Source: an optimization exercise on an open RTL-to-GDS flow (aim: small area, a short achievable clock period and few clock cycles per item). Production flows keep margins and buffers that such runs may drop. The RTL was checked by simulation tests, not by an equivalence proof against the original design.

==> run.sh <==
#!/bin/bash
# synth_recipe.tcl (not shown) runs the flow's synth.tcl, then flattens the netlist and writes it again
# the make line also repeats each setting of config.mk as NAME=value (left out here)
make -C /OpenROAD-flow-scripts/flow DESIGN_CONFIG=/design/flow/config.mk WORK_HOME=/design/flow/orfs CLKGATE_MAP_FILE= SYNTH_SCRIPT=/design/flow/synth_recipe.tcl finish
==> config.mk <==
export PLATFORM = sky130hd
export DESIGN_NAME = tlsh_finalize
export DESIGN_NICKNAME = tlsh_finalize
export VERILOG_FILES = /design/flow/design.v
export SDC_FILE = /design/flow/constraint.sdc
export NUM_CORES = 4
export LEC_CHECK = 0
export CAP_MARGIN = 30
export CORE_MARGIN = 2
export CORE_UTILIZATION = 40
export PLACE_DENSITY = 0.6
export SETUP_SLACK_MARGIN = 5
export SLEW_MARGIN = 30
==> constraint.sdc <==
create_clock -name core_clock -period 16.0 [get_ports {clk}]
set_input_delay 3.2000 -clock core_clock [delete_from_list [all_inputs] [get_ports {clk}]]
set_output_delay 3.2000 -clock core_clock [all_outputs]
set_load 0.01 [all_outputs]
==> design.v <==
module tlsh_finalize (
    input  wire          clk,
    input  wire          rst,
    input  wire          in_valid,
    output wire          in_ready,
    input  wire          b48,           
    input  wire [2047:0] buckets,       
    output reg           out_valid,
    output reg  [255:0]  out_body,      
    output reg  [3:0]    out_q1_ratio,
    output reg  [3:0]    out_q2_ratio
);
    reg        rdy;
    reg        busy;
    reg  [2:0] cnt;
    assign in_ready = rdy;
    wire accept = in_valid & rdy;
    wire last   = busy & (cnt == 3'd7);
    always @(posedge clk) begin
        if (rst) begin
            rdy  <= 1'b1;
            busy <= 1'b0;
            cnt  <= 3'd0;
        end else begin
            cnt <= accept ? 3'd0 : cnt + 3'd1;
            if (accept) begin
                busy <= 1'b1;
                rdy  <= 1'b0;
            end else if (last) begin
                busy <= 1'b0;
                rdy  <= 1'b1;
            end else begin
                rdy  <= rdy | (busy & (cnt == 3'd6));
            end
        end
    end
    reg [2047:0] v;
    integer i;
    always @(posedge clk) begin
        for (i = 0; i < 128; i = i + 1)
            v[16*i +: 16] <= rdy ? buckets[16*i +: 16] : {v[16*i +: 14], 2'b00};
    end
    wire [127:0] hi, lo;
    genvar gi;
    generate
        for (gi = 0; gi < 128; gi = gi + 1) begin : g_dig
            assign hi[gi] = v[16*gi + 15];
            assign lo[gi] = v[16*gi + 14];
        end
    endgenerate
    wire [127:0] le0 = ~hi & ~lo;      
    wire [127:0] le1 = ~hi;            
    wire [127:0] le2 = ~(hi & lo);     
    reg  [127:0] m1, m2, m3;       
    reg  [127:0] g1, g2, g3;       
    reg  [6:0]   r1, r2, r3;       
    reg  [13:0]  p1, p2, p3;       
    wire [1:0]   d1, d2, d3;
    wire [6:0]   nr1, nr2, nr3;
    wire [127:0] nm1, nm2, nm3, ng1, ng2, ng3;
    tlsh_sel u1 (.m(m1), .g(g1), .r(r1), .hi(hi), .lo(lo), .le0(le0), .le1(le1), .le2(le2),
                 .d(d1), .nr(nr1), .nm(nm1), .ng(ng1));
    tlsh_sel u2 (.m(m2), .g(g2), .r(r2), .hi(hi), .lo(lo), .le0(le0), .le1(le1), .le2(le2),
                 .d(d2), .nr(nr2), .nm(nm2), .ng(ng2));
    tlsh_sel u3 (.m(m3), .g(g3), .r(r3), .hi(hi), .lo(lo), .le0(le0), .le1(le1), .le2(le2),
                 .d(d3), .nr(nr3), .nm(nm3), .ng(ng3));
    wire [127:0] use_mask = {{80{~b48}}, {48{1'b1}}};
    always @(posedge clk) begin
        if (rdy) begin
            m1 <= use_mask; m2 <= use_mask; m3 <= use_mask;
            g1 <= 128'd0;   g2 <= 128'd0;   g3 <= 128'd0;
            r1 <= b48 ? 7'd11 : 7'd31;
            r2 <= b48 ? 7'd23 : 7'd63;
            r3 <= b48 ? 7'd35 : 7'd95;
        end else begin
            m1 <= nm1; m2 <= nm2; m3 <= nm3;
            g1 <= ng1; g2 <= ng2; g3 <= ng3;
            r1 <= nr1; r2 <= nr2; r3 <= nr3;
        end
        p1 <= {p1[11:0], d1};
        p2 <= {p2[11:0], d2};
        p3 <= {p3[11:0], d3};
    end
    wire [15:0] q1 = {p1, d1};
    wire [15:0] q2 = {p2, d2};
    wire [15:0] q3 = {p3, d3};
    reg [255:0] body;
    always @(*) begin
        for (i = 0; i < 128; i = i + 1)
            body[2*i +: 2] = {ng2[i], ng2[i] ? ng3[i] : ng1[i]};
    end
    reg         dact;
    reg  [2:0]  dcnt;
    reg  [15:0] dv;                
    reg         dz;                
    reg  [21:0] a1, a2;            
    reg  [3:0]  qb1, qb2;          
    function [22:0] dstep;         
        input [21:0] a;
        input [15:0] d;
        input        first;
        reg   [22:0] n;
        reg   [16:0] t;
        reg   [5:0]  rest;
        reg          ge;
        begin
            n = a[15:0] * 23'd100;
            if (first) begin
                t    = n[22:6];
                rest = n[5:0];
            end else begin
                t    = {a[21:6], a[5]};
                rest = {a[4:0], 1'b0};
            end
            ge    = (t >= {1'b0, d});
            dstep = {ge, ge ? t[15:0] - d : t[15:0], rest};
        end
    endfunction
    wire [22:0] s1 = dstep(a1, dv, dcnt == 3'd0);
    wire [22:0] s2 = dstep(a2, dv, dcnt == 3'd0);
    always @(posedge clk) begin
        if (rst) begin
            dact      <= 1'b0;
            out_valid <= 1'b0;
        end else begin
            out_valid <= dact & (dcnt == 3'd6);
            if (last)
                dact <= 1'b1;
            else if (dcnt == 3'd6)
                dact <= 1'b0;
        end
        dcnt <= last ? 3'd0 : dcnt + 3'd1;
        if (last) begin
            dv       <= q3;
            dz       <= (q3 == 16'd0);
            a1       <= {6'd0, q1};
            a2       <= {6'd0, q2};
            out_body <= body;
        end else begin
            a1  <= s1[21:0];
            a2  <= s2[21:0];
            qb1 <= {qb1[2:0], s1[22]};
            qb2 <= {qb2[2:0], s2[22]};
        end
        out_q1_ratio <= dz ? 4'd0 : {qb1[2:0], s1[22]};
        out_q2_ratio <= dz ? 4'd0 : {qb2[2:0], s2[22]};
    end
endmodule
module tlsh_sel (
    input  wire [127:0] m,
    input  wire [127:0] g,
    input  wire [6:0]   r,
    input  wire [127:0] hi,
    input  wire [127:0] lo,
    input  wire [127:0] le0,
    input  wire [127:0] le1,
    input  wire [127:0] le2,
    output wire [1:0]   d,
    output wire [6:0]   nr,
    output wire [127:0] nm,
    output wire [127:0] ng
);
    wire [7:0] t0, t1, t2;
    tlsh_cnt u0 (.x(m & le0), .k(~r), .t(t0));
    tlsh_cnt u1 (.x(m & le1), .k(~r), .t(t1));
    tlsh_cnt u2 (.x(m & le2), .k(~r), .t(t2));
    wire ge0 = ~t0[7];
    wire ge1 = ~t1[7];
    wire ge2 = ~t2[7];
    assign d  = {ge1, ge1 ? ge2 : ge0};
    assign nr = ge2 ? ~t2[6:0] : ge1 ? ~t1[6:0] : ge0 ? ~t0[6:0] : r;
    wire [127:0] eq = (d == 2'd0) ? le0 :
                      (d == 2'd1) ? (~hi &  lo) :
                      (d == 2'd2) ? ( hi & ~lo) : (hi & lo);
    wire [127:0] gt = (d == 2'd0) ? ~le0 :
                      (d == 2'd1) ? hi :
                      (d == 2'd2) ? (hi & lo) : 128'd0;
    assign nm = m & eq;
    assign ng = g | (m & gt);
endmodule
module tlsh_cnt (
    input  wire [127:0] x,
    input  wire [6:0]   k,
    output wire [7:0]   t
);
    wire w1 = x[0] ^ x[1] ^ x[2];
    wire w2 = (x[0] & x[1]) | (x[0] & x[2]) | (x[1] & x[2]);
    wire w3 = x[3] ^ x[4] ^ x[5];
    wire w4 = (x[3] & x[4]) | (x[3] & x[5]) | (x[4] & x[5]);
    wire w5 = x[6] ^ x[7] ^ x[8];
    wire w6 = (x[6] & x[7]) | (x[6] & x[8]) | (x[7] & x[8]);
    wire w7 = x[9] ^ x[10] ^ x[11];
    wire w8 = (x[9] & x[10]) | (x[9] & x[11]) | (x[10] & x[11]);
    wire w9 = x[12] ^ x[13] ^ x[14];
    wire w10 = (x[12] & x[13]) | (x[12] & x[14]) | (x[13] & x[14]);
    wire w11 = x[15] ^ x[16] ^ x[17];
    wire w12 = (x[15] & x[16]) | (x[15] & x[17]) | (x[16] & x[17]);
    wire w13 = x[18] ^ x[19] ^ x[20];
    wire w14 = (x[18] & x[19]) | (x[18] & x[20]) | (x[19] & x[20]);
    wire w15 = x[21] ^ x[22] ^ x[23];
    wire w16 = (x[21] & x[22]) | (x[21] & x[23]) | (x[22] & x[23]);
    wire w17 = x[24] ^ x[25] ^ x[26];
    wire w18 = (x[24] & x[25]) | (x[24] & x[26]) | (x[25] & x[26]);
    wire w19 = x[27] ^ x[28] ^ x[29];
    wire w20 = (x[27] & x[28]) | (x[27] & x[29]) | (x[28] & x[29]);
    wire w21 = x[30] ^ x[31] ^ x[32];
    wire w22 = (x[30] & x[31]) | (x[30] & x[32]) | (x[31] & x[32]);
    wire w23 = x[33] ^ x[34] ^ x[35];
    wire w24 = (x[33] & x[34]) | (x[33] & x[35]) | (x[34] & x[35]);
    wire w25 = x[36] ^ x[37] ^ x[38];
    wire w26 = (x[36] & x[37]) | (x[36] & x[38]) | (x[37] & x[38]);
    wire w27 = x[39] ^ x[40] ^ x[41];
    wire w28 = (x[39] & x[40]) | (x[39] & x[41]) | (x[40] & x[41]);
    wire w29 = x[42] ^ x[43] ^ x[44];
    wire w30 = (x[42] & x[43]) | (x[42] & x[44]) | (x[43] & x[44]);
    wire w31 = x[45] ^ x[46] ^ x[47];
    wire w32 = (x[45] & x[46]) | (x[45] & x[47]) | (x[46] & x[47]);
    wire w33 = x[48] ^ x[49] ^ x[50];
    wire w34 = (x[48] & x[49]) | (x[48] & x[50]) | (x[49] & x[50]);
    wire w35 = x[51] ^ x[52];
    wire w36 = x[51] & x[52];
    wire w37 = w1 ^ w3 ^ w5;
    wire w38 = (w1 & w3) | (w1 & w5) | (w3 & w5);
    wire w39 = w7 ^ w9 ^ w11;
    wire w40 = (w7 & w9) | (w7 & w11) | (w9 & w11);
    wire w41 = w13 ^ w15 ^ w17;
    wire w42 = (w13 & w15) | (w13 & w17) | (w15 & w17);
    wire w43 = w19 ^ w21 ^ w23;
    wire w44 = (w19 & w21) | (w19 & w23) | (w21 & w23);
    wire w45 = w25 ^ w27 ^ w29;
    wire w46 = (w25 & w27) | (w25 & w29) | (w27 & w29);
    wire w47 = w31 ^ w33 ^ w35;
    wire w48 = (w31 & w33) | (w31 & w35) | (w33 & w35);
    wire w49 = x[53] ^ x[54] ^ x[55];
    wire w50 = (x[53] & x[54]) | (x[53] & x[55]) | (x[54] & x[55]);
    wire w51 = x[56] ^ x[57] ^ x[58];
    wire w52 = (x[56] & x[57]) | (x[56] & x[58]) | (x[57] & x[58]);
    wire w53 = x[59] ^ x[60] ^ x[61];
    wire w54 = (x[59] & x[60]) | (x[59] & x[61]) | (x[60] & x[61]);
    wire w55 = x[62] ^ x[63] ^ x[64];
    wire w56 = (x[62] & x[63]) | (x[62] & x[64]) | (x[63] & x[64]);
    wire w57 = x[65] ^ x[66] ^ x[67];
    wire w58 = (x[65] & x[66]) | (x[65] & x[67]) | (x[66] & x[67]);
    wire w59 = x[68] ^ x[69] ^ x[70];
    wire w60 = (x[68] & x[69]) | (x[68] & x[70]) | (x[69] & x[70]);
    wire w61 = x[71] ^ x[72] ^ x[73];
    wire w62 = (x[71] & x[72]) | (x[71] & x[73]) | (x[72] & x[73]);
    wire w63 = x[74] ^ x[75] ^ x[76];
    wire w64 = (x[74] & x[75]) | (x[74] & x[76]) | (x[75] & x[76]);
    wire w65 = x[77] ^ x[78] ^ x[79];
    wire w66 = (x[77] & x[78]) | (x[77] & x[79]) | (x[78] & x[79]);
    wire w67 = x[80] ^ x[81];
    wire w68 = x[80] & x[81];
    wire w69 = w37 ^ w39 ^ w41;
    wire w70 = (w37 & w39) | (w37 & w41) | (w39 & w41);
    wire w71 = w43 ^ w45 ^ w47;
    wire w72 = (w43 & w45) | (w43 & w47) | (w45 & w47);
    wire w73 = w49 ^ w51 ^ w53;
    wire w74 = (w49 & w51) | (w49 & w53) | (w51 & w53);
    wire w75 = w55 ^ w57 ^ w59;
    wire w76 = (w55 & w57) | (w55 & w59) | (w57 & w59);
    wire w77 = w61 ^ w63 ^ w65;
    wire w78 = (w61 & w63) | (w61 & w65) | (w63 & w65);
    wire w79 = w67 ^ x[82] ^ x[83];
    wire w80 = (w67 & x[82]) | (w67 & x[83]) | (x[82] & x[83]);
    wire w81 = x[84] ^ x[85] ^ x[86];
    wire w82 = (x[84] & x[85]) | (x[84] & x[86]) | (x[85] & x[86]);
    wire w83 = x[87] ^ x[88] ^ x[89];
    wire w84 = (x[87] & x[88]) | (x[87] & x[89]) | (x[88] & x[89]);
    wire w85 = x[90] ^ x[91] ^ x[92];
    wire w86 = (x[90] & x[91]) | (x[90] & x[92]) | (x[91] & x[92]);
    wire w87 = x[93] ^ x[94] ^ x[95];
    wire w88 = (x[93] & x[94]) | (x[93] & x[95]) | (x[94] & x[95]);
    wire w89 = x[96] ^ x[97];
    wire w90 = x[96] & x[97];
    wire w91 = w38 ^ w40 ^ w42;
    wire w92 = (w38 & w40) | (w38 & w42) | (w40 & w42);
    wire w93 = w44 ^ w46 ^ w48;
    wire w94 = (w44 & w46) | (w44 & w48) | (w46 & w48);
    wire w95 = w69 ^ w71 ^ w73;
    wire w96 = (w69 & w71) | (w69 & w73) | (w71 & w73);
    wire w97 = w75 ^ w77 ^ w79;
    wire w98 = (w75 & w77) | (w75 & w79) | (w77 & w79);
    wire w99 = w81 ^ w83 ^ w85;
    wire w100 = (w81 & w83) | (w81 & w85) | (w83 & w85);
    wire w101 = w87 ^ w89 ^ x[98];
    wire w102 = (w87 & w89) | (w87 & x[98]) | (w89 & x[98]);
    wire w103 = x[99] ^ x[100] ^ x[101];
    wire w104 = (x[99] & x[100]) | (x[99] & x[101]) | (x[100] & x[101]);
    wire w105 = x[102] ^ x[103] ^ x[104];
    wire w106 = (x[102] & x[103]) | (x[102] & x[104]) | (x[103] & x[104]);
    wire w107 = x[105] ^ x[106] ^ x[107];
    wire w108 = (x[105] & x[106]) | (x[105] & x[107]) | (x[106] & x[107]);
    wire w109 = w70 ^ w72 ^ w74;
    wire w110 = (w70 & w72) | (w70 & w74) | (w72 & w74);
    wire w111 = w76 ^ w78 ^ w80;
    wire w112 = (w76 & w78) | (w76 & w80) | (w78 & w80);
    wire w113 = w82 ^ w84 ^ w86;
    wire w114 = (w82 & w84) | (w82 & w86) | (w84 & w86);
    wire w115 = w88 ^ w90 ^ w91;
    wire w116 = (w88 & w90) | (w88 & w91) | (w90 & w91);
    wire w117 = w93 ^ w50 ^ w52;
    wire w118 = (w93 & w50) | (w93 & w52) | (w50 & w52);
    wire w119 = w54 ^ w56 ^ w58;
    wire w120 = (w54 & w56) | (w54 & w58) | (w56 & w58);
    wire w121 = w60 ^ w62 ^ w64;
    wire w122 = (w60 & w62) | (w60 & w64) | (w62 & w64);
    wire w123 = w66 ^ w68 ^ w2;
    wire w124 = (w66 & w68) | (w66 & w2) | (w68 & w2);
    wire w125 = w4 ^ w6 ^ w8;
    wire w126 = (w4 & w6) | (w4 & w8) | (w6 & w8);
    wire w127 = w10 ^ w12 ^ w14;
    wire w128 = (w10 & w12) | (w10 & w14) | (w12 & w14);
    wire w129 = w16 ^ w18;
    wire w130 = w16 & w18;
    wire w131 = w95 ^ w97 ^ w99;
    wire w132 = (w95 & w97) | (w95 & w99) | (w97 & w99);
    wire w133 = w101 ^ w103 ^ w105;
    wire w134 = (w101 & w103) | (w101 & w105) | (w103 & w105);
    wire w135 = w107 ^ x[108] ^ x[109];
    wire w136 = (w107 & x[108]) | (w107 & x[109]) | (x[108] & x[109]);
    wire w137 = x[110] ^ x[111] ^ x[112];
    wire w138 = (x[110] & x[111]) | (x[110] & x[112]) | (x[111] & x[112]);
    wire w139 = x[113] ^ x[114];
    wire w140 = x[113] & x[114];
    wire w141 = w96 ^ w98 ^ w100;
    wire w142 = (w96 & w98) | (w96 & w100) | (w98 & w100);
    wire w143 = w102 ^ w104 ^ w106;
    wire w144 = (w102 & w104) | (w102 & w106) | (w104 & w106);
    wire w145 = w108 ^ w109 ^ w111;
    wire w146 = (w108 & w109) | (w108 & w111) | (w109 & w111);
    wire w147 = w113 ^ w115 ^ w117;
    wire w148 = (w113 & w115) | (w113 & w117) | (w115 & w117);
    wire w149 = w119 ^ w121 ^ w123;
    wire w150 = (w119 & w121) | (w119 & w123) | (w121 & w123);
    wire w151 = w125 ^ w127 ^ w129;
    wire w152 = (w125 & w127) | (w125 & w129) | (w127 & w129);
    wire w153 = w20 ^ w22 ^ w24;
    wire w154 = (w20 & w22) | (w20 & w24) | (w22 & w24);
    wire w155 = w110 ^ w112 ^ w114;
    wire w156 = (w110 & w112) | (w110 & w114) | (w112 & w114);
    wire w157 = w131 ^ w133 ^ w135;
    wire w158 = (w131 & w133) | (w131 & w135) | (w133 & w135);
    wire w159 = w137 ^ w139 ^ x[115];
    wire w160 = (w137 & w139) | (w137 & x[115]) | (w139 & x[115]);
    wire w161 = x[116] ^ x[117] ^ x[118];
    wire w162 = (x[116] & x[117]) | (x[116] & x[118]) | (x[117] & x[118]);
    wire w163 = w132 ^ w134 ^ w136;
    wire w164 = (w132 & w134) | (w132 & w136) | (w134 & w136);
    wire w165 = w138 ^ w140 ^ w141;
    wire w166 = (w138 & w140) | (w138 & w141) | (w140 & w141);
    wire w167 = w143 ^ w145 ^ w147;
    wire w168 = (w143 & w145) | (w143 & w147) | (w145 & w147);
    wire w169 = w149 ^ w151 ^ w153;
    wire w170 = (w149 & w151) | (w149 & w153) | (w151 & w153);
    wire w171 = w26 ^ w28;
    wire w172 = w26 & w28;
    wire w173 = w142 ^ w144 ^ w146;
    wire w174 = (w142 & w144) | (w142 & w146) | (w144 & w146);
    wire w175 = w148 ^ w150 ^ w152;
    wire w176 = (w148 & w150) | (w148 & w152) | (w150 & w152);
    wire w177 = w154 ^ w155 ^ w116;
    wire w178 = (w154 & w155) | (w154 & w116) | (w155 & w116);
    wire w179 = w118 ^ w120 ^ w122;
    wire w180 = (w118 & w120) | (w118 & w122) | (w120 & w122);
    wire w181 = w124 ^ w126 ^ w128;
    wire w182 = (w124 & w126) | (w124 & w128) | (w126 & w128);
    wire w183 = w130 ^ w92;
    wire w184 = w130 & w92;
    wire w185 = w157 ^ w159 ^ w161;
    wire w186 = (w157 & w159) | (w157 & w161) | (w159 & w161);
    wire w187 = x[119] ^ x[120] ^ x[121];
    wire w188 = (x[119] & x[120]) | (x[119] & x[121]) | (x[120] & x[121]);
    wire w189 = w158 ^ w160 ^ w162;
    wire w190 = (w158 & w160) | (w158 & w162) | (w160 & w162);
    wire w191 = w163 ^ w165 ^ w167;
    wire w192 = (w163 & w165) | (w163 & w167) | (w165 & w167);
    wire w193 = w169 ^ w171 ^ w30;
    wire w194 = (w169 & w171) | (w169 & w30) | (w171 & w30);
    wire w195 = w164 ^ w166 ^ w168;
    wire w196 = (w164 & w166) | (w164 & w168) | (w166 & w168);
    wire w197 = w170 ^ w172 ^ w173;
    wire w198 = (w170 & w172) | (w170 & w173) | (w172 & w173);
    wire w199 = w175 ^ w177 ^ w179;
    wire w200 = (w175 & w177) | (w175 & w179) | (w177 & w179);
    wire w201 = w181 ^ w183;
    wire w202 = w181 & w183;
    wire w203 = w174 ^ w176 ^ w178;
    wire w204 = (w174 & w176) | (w174 & w178) | (w176 & w178);
    wire w205 = w180 ^ w182;
    wire w206 = w180 & w182;
    wire w207 = w185 ^ w187 ^ x[122];
    wire w208 = (w185 & w187) | (w185 & x[122]) | (w187 & x[122]);
    wire w209 = x[123] ^ x[124];
    wire w210 = x[123] & x[124];
    wire w211 = w186 ^ w188 ^ w189;
    wire w212 = (w186 & w188) | (w186 & w189) | (w188 & w189);
    wire w213 = w191 ^ w193 ^ w32;
    wire w214 = (w191 & w193) | (w191 & w32) | (w193 & w32);
    wire w215 = w34 ^ w36;
    wire w216 = w34 & w36;
    wire w217 = w190 ^ w192 ^ w194;
    wire w218 = (w190 & w192) | (w190 & w194) | (w192 & w194);
    wire w219 = w195 ^ w197 ^ w199;
    wire w220 = (w195 & w197) | (w195 & w199) | (w197 & w199);
    wire w221 = w201 ^ w94 ^ k[2];
    wire w222 = (w201 & w94) | (w201 & k[2]) | (w94 & k[2]);
    wire w223 = w196 ^ w198 ^ w200;
    wire w224 = (w196 & w198) | (w196 & w200) | (w198 & w200);
    wire w225 = w202 ^ w203 ^ w205;
    wire w226 = (w202 & w203) | (w202 & w205) | (w203 & w205);
    wire w227 = w184 ^ w156 ^ k[3];
    wire w228 = (w184 & w156) | (w184 & k[3]) | (w156 & k[3]);
    wire w229 = w207 ^ w209 ^ x[125];
    wire w230 = (w207 & w209) | (w207 & x[125]) | (w209 & x[125]);
    wire w231 = w208 ^ w210 ^ w211;
    wire w232 = (w208 & w210) | (w208 & w211) | (w210 & w211);
    wire w233 = w213 ^ w215;
    wire w234 = w213 & w215;
    wire w235 = w212 ^ w214 ^ w216;
    wire w236 = (w212 & w214) | (w212 & w216) | (w214 & w216);
    wire w237 = w217 ^ w219 ^ w221;
    wire w238 = (w217 & w219) | (w217 & w221) | (w219 & w221);
    wire w239 = w218 ^ w220 ^ w222;
    wire w240 = (w218 & w220) | (w218 & w222) | (w220 & w222);
    wire w241 = w223 ^ w225 ^ w227;
    wire w242 = (w223 & w225) | (w223 & w227) | (w225 & w227);
    wire w243 = w224 ^ w226 ^ w228;
    wire w244 = (w224 & w226) | (w224 & w228) | (w226 & w228);
    wire w245 = w204 ^ w206 ^ k[4];
    wire w246 = (w204 & w206) | (w204 & k[4]) | (w206 & k[4]);
    wire w247 = w229 ^ x[126];
    wire w248 = w229 & x[126];
    wire w249 = w230 ^ w231 ^ w233;
    wire w250 = (w230 & w231) | (w230 & w233) | (w231 & w233);
    wire w251 = w232 ^ w234 ^ w235;
    wire w252 = (w232 & w234) | (w232 & w235) | (w234 & w235);
    wire w253 = w236 ^ w238 ^ w239;
    wire w254 = (w236 & w238) | (w236 & w239) | (w238 & w239);
    wire w255 = w240 ^ w242 ^ w243;
    wire w256 = (w240 & w242) | (w240 & w243) | (w242 & w243);
    wire w257 = w244 ^ w246;
    wire w258 = w244 & w246;
    wire w259 = w247 ^ x[127];
    wire w260 = w247 & x[127];
    wire w261 = w248 ^ w249 ^ k[1];
    wire w262 = (w248 & w249) | (w248 & k[1]) | (w249 & k[1]);
    wire w263 = w250 ^ w251 ^ w237;
    wire w264 = (w250 & w251) | (w250 & w237) | (w251 & w237);
    wire w265 = w252 ^ w253 ^ w241;
    wire w266 = (w252 & w253) | (w252 & w241) | (w253 & w241);
    wire w267 = w254 ^ w255 ^ w245;
    wire w268 = (w254 & w255) | (w254 & w245) | (w255 & w245);
    wire w269 = w256 ^ w257 ^ k[5];
    wire w270 = (w256 & w257) | (w256 & k[5]) | (w257 & k[5]);
    wire w271 = w258 ^ k[6];
    wire w272 = w258 & k[6];
    wire [7:0] ra = {w272, w270, w268, w266, w264, w262, w260, w259};
    wire [7:0] rb = {1'b0, w271, w269, w267, w265, w263, w261, k[0]};
    assign t = ra + rb;
endmodule
==> results of run 1 <==
[critical path: cells and delay by family, from the launching register on]
kind	cells	cell delay [ps]
compound gates	7	1580
fa+ha+maj	12	6100
buf+inv	7	1070
flops	1	450
simple gates	3	1150
[cell families after synthesis]
logic type                 Yosys count  share of synthesized area
AOI/OAI and AO/OA                 2194                     0.0823
DFF                               3220                      0.417
xor gates and xnor gates           183                    0.00996
adders and majority gates         1464                      0.165
buffers and inverters             2732                     0.0648
muxes                             2130                      0.160
and+or+nand+nor                   3533                      0.101
[cells in the mapped netlist, types with 5 or more instances]
cell	number
dfxtp_1	2920
mux2_2	1793
inv_1	1689
nand2_1	1482
fa_1	1113
a21oi_1	1056
clkbuf_1	864
nor2_1	753
and2_1	530
ha_1	351
o21ai_0	323
nand2b_1	307
edfxtp_1	300
nor2b_1	184
mux4_2	179
mux2i_1	157
o21ai_1	108
a311oi_1	106
o211ai_1	104
a2bb2oi_1	100
xor2_1	99
nor3_1	91
buf_2	88
xnor2_1	83
a22o_1	75
a31o_1	75
nand3_1	71
buf_1	66
o31ai_1	60
a31oi_1	40
nor3b_1	39
a21o_1	29
a41oi_1	28
nand4_1	24
o21a_1	20
a31o_2	19
and3_1	13
buf_4	11
buf_6	10
or2_2	10
a211oi_1	8
o21bai_1	8
or3_1	7
nor4_1	5
[placed cells by master, fill, tap and decap left out, drive strengths merged, types with 99 or more instances in the layout]
cell,netlist,final
mux2,1794,1794
buf,175,156
o211ai,104,104
fa,1113,1113
mux2i,157,157
a2bb2oi,101,101
ha,351,351
a311oi,106,106
and2,530,530
xor2,99,99
nor2b,184,184
mux4,179,179
o21ai,431,431
clkdlybuf4s50,0,2316
dfxtp,2920,2920
nor2,756,757
clkbuf,864,547
a21oi,1057,1057
nand2,1485,1485
nand2b,307,307
edfxtp,300,300
inv,1693,1707
[sequential cells by signal, indices dropped and copies added, names as in the netlist, 4 cells and up]
register,flops
g1,128
r2,7
a1,22
out_q1_ratio,4
g2,128
m1,128
m3,128
out_q2_ratio,4
p2,14
p3,14
g3,128
r3,7
dv,16
out_body,256
a2,22
m2,128
v,2048
p1,14
r1,7
[repair_timing]
action,4_1_cts,5_1_grt
pin swaps,0,4
endpoints found under the hold margin,0,0
endpoints found under the setup margin,254,551
setup buffers,0,6
gates resized for setup,16,77
cloned,0,3
[per-stage QoR]
| stage | cells | worst slack [ps] | hold WS (ps) | util |
|---|---|---|---|---|
| global placement | 22283 | 4700 | 334 | 0.469 |
| detailed placement | 22284 | 4690 | 337 | 0.470 |
| floorplan | 15456 | 6860 | 331 | - |
| global route | 23001 | 4990 | 348 | 0.502 |
| finish | 23044 | 5120 | 343 | 0.502 |
| CTS | 22965 | 5000 | 337 | 0.501 |
[routing by layer]
metal / wire (µm) / vias to the layer above / share of wire
met2: 319000 / 6189 / 0.46
met5: 297 / - / 0.00043
met1: 274000 / 61006 / 0.39
li1: - / 54472 / -
met4: 31400 / 44 / 0.045
met3: 72400 / 1225 / 0.10
[cell type report]
type | count | share of cell area
timing repair buffer | 2473 | 0.122
antenna | 65 | 0.000805
clock buffer | 546 | 0.0538
sequential | 3220 | 0.334
tap | 5405 | 0.0335
multi-input combinational | 9507 | 0.416
inverter | 1693 | 0.0316
clock inverter | 135 | 0.00834
[final timing paths]
check / startpoint / endpoint / slack (ps) / cells past startpoint
hold / removal: p2[1]$_DFF_P_ / p2[3]$_DFF_P_ / 340 / 0
setup / recovery: v[143]$_DFF_P_ / m1[79]$_DFF_P_ / 5120 / 29
hold reg to reg: p2[1]$_DFF_P_ / p2[3]$_DFF_P_ / 340 / 0
setup reg to reg: v[143]$_DFF_P_ / m1[79]$_DFF_P_ / 5120 / 29
==> results.txt, run 1 <==
- Status: finished clean
- # setup viols final: 0
- First-pass GRT wire length: 948000 µm
- Met1 Track Usage GR: 0.418
- Vias: about 120k
- Starting density of the core: 0.402
- Setup tns final: 0 ps
- Min-delay worst type: flip-flop to flip-flop
- Initial DRT Pass Iterations: 6
- Detail Route Antenna Nets: 0
- Drt total wl: 697000 µm
- Grt peak-use layer: met2
- Largest net degree at the start of global routing: 171
- Routability cong.: about 1.1
- Clock Sinks: around 3200
- Critical path class: flip-flop to flip-flop
- Grt total ovfl: 0
- Final Cell Area: 202000 µm²
- Drc violations: 0
- Tmin final: 10880 ps
- Root Buffer Master: clkbuf_16
- CP Max Fanout: 72
- Layout Nets: 20779
- Site row count: 233
- Mapped Area: 162000 µm²
- Max cap viols: 0
- Ratio of final minimum period to clock period: 0.680
- Synth Instances: 15456
- Share of cells above drive strength 1: 0.161
- Hold Violations, Final: 0
- Startpoint Class: flip-flop
- Cell taking the most area after synthesis: dfxtp_1
- Initial antenna violation count: 104
- Post-synthesis sequential area ratio: 0.417
- Final HPWL DP: 548000 µm
- # port buffers: 2317
- Crit-path max cell delay: 770 ps
- H-tree depth: 5
- Vias in the first global route: 120375
- Synth warnings: 1
- # IOs: 2318
- Mapped Avg Cell Area: 10.5 µm²
- Post-synth EDFFs: 300
- Worst-Skew Late Latency: between 1000 and 1500 ps
- Cts hold-fix bufs: 0
- Multi-input logic area: 84000 µm²
- Met3 Use GR: 0.0952
- Synthesis-stage register bit count: 3220
- CTS tree: built
- Area after DPL: 189000 µm²
- Die H: 640 µm
- TritonCTS Buffers: 368
- Area grow syn2layout: 25.0%
- Die area: 409000 µm²
- Die width: 640 µm
- Crit path DAT: 11780 ps
- Sequential cell area: 67500 µm²
- GRT Util Overall: 0.329
- Max stage delay cell, worst path: and2_4
- Synth top area share: 0.361
- Worst Setup End Kind: flip-flop
- 1st-iter DRT viols: 12701
- DR vias/cell: 5.33
- Top_reg_cell synth: dfxtp_1
- Reg clk slew, reported paths: 60 ps
- Synth async-reset ratio: 0
- RSZ-0062 raised after global routing: no
- Met2 GRT Util: 0.527
- Core area: between 400000 and 500000 µm²
- Fmax: 92.0 MHz
- Most common cell on crit path: fa_1
- Max Slew Vio Count: 0
- Required @ worst endpoint: 16900 ps
- Fillers: 37223
- Mapped Nets: around 19000
- Max-slew headroom: 0.277
- Distinct cells, synth: 83
- Ranking of synthesized cells by area: dfxtp_1, fa_1, mux2_2
- Slew @ Worst Pin: 1080 ps
- DR WL/cell: 30.2 µm
- Skew final: 52.0 ps
- CTS max path bufs: 4
Testbench counts, summed over its fixed seeds: cycles 12,872, items 1,600.
==> inputs of run 2 (changes only) <==
--- a/config.mk
+++ b/config.mk
@@ -7,5 +7,6 @@
 export LEC_CHECK = 0
+export ABC_CLOCK_PERIOD_IN_PS = 8000
 export CAP_MARGIN = 30
 export CORE_MARGIN = 2
-export CORE_UTILIZATION = 40
+export CORE_UTILIZATION = 45
 export PLACE_DENSITY = 0.6
==> run 2 against run 1 <==
  * The run now fails in 3_2_place_iop
  * Synthesized area stayed put
  * Synthesized cell count stayed put
==> results.txt, run 2 <==
- Synth warnings: 1
- Top_reg_cell synth: dfxtp_1
- Post-synth EDFFs: 300
- Distinct cells, synth: 83
- Post-synthesis sequential area ratio: 0.417
- Mapped Avg Cell Area: 10.5 µm²
- Die H: 604 µm
- First error: [ERROR PPL-0024] Number of IO pins (2318) exceeds maximum number of available positions (2188). Increase the die perimeter from 2414.20um to 3152.48um.
- Synth top area share: 0.361
- Starting density of the core: 0.451
- Site row count: 220
- Synth Instances: 15456
- Die width: 604 µm
- Failed at: 3_2_place_iop
- Synth async-reset ratio: 0
- Commonest cells post-synth: dfxtp_1, mux2_2, inv_1
- Ranking of synthesized cells by area: dfxtp_1, fa_1, mux2_2
- Mapped Area: around 160000 µm²
- Status: stopped before the end
- Top-count cell post-synth: dfxtp_1
- Cell taking the most area after synthesis: dfxtp_1
- Mapped Nets: between 15000 and 20000
- Synthesis-stage register bit count: ~3200
-- run 2: cell counts after synthesis --
Identical to the previous run, type by type.
-- run 2: cell families after synthesis --
kind of cell             synth area share
buffers and inverters              0.0648
AO/OA/AOI/OAI                      0.0823
adder cells (fa/ha/maj)             0.165
flip-flops                          0.417
AND/OR/NAND/NOR                     0.101
XOR/XNOR                          0.00996
multiplexers                        0.160

-- static timing again, ports no longer ideal --
The results above use ideal ports. As a check the final layout listed here was re-extracted and re-timed, cells and wires unchanged. Step 1: set_driving_cell puts a clkbuf_16 on clk and a buf_2 on each other input, an assumption about the parent block. Step 2 adds t to the input delays and takes it off the output delays; t is the mean of the earliest and latest rising clock arrival at the registers after step 1. Input paths then give back, and output paths get back, about the clock's delay inside the block. Three values: no drivers, after step 1, after step 2; two values: the first two.
run: run 1
t (ns): 1.115
slack for setup (ns): 5.125 / 5.125 / 5.125
worst hold slack (ns): 0.343 / 0.343 / 0.343
worst register clock-pin slew, ns: 0.07 / 0.07
worst slew at a driven data input, ns: 0.33
After both steps run 1 still meets setup and hold. The setup slack of run 1 moves by 0.000 ns with the drivers and by 0.000 ns with both steps.
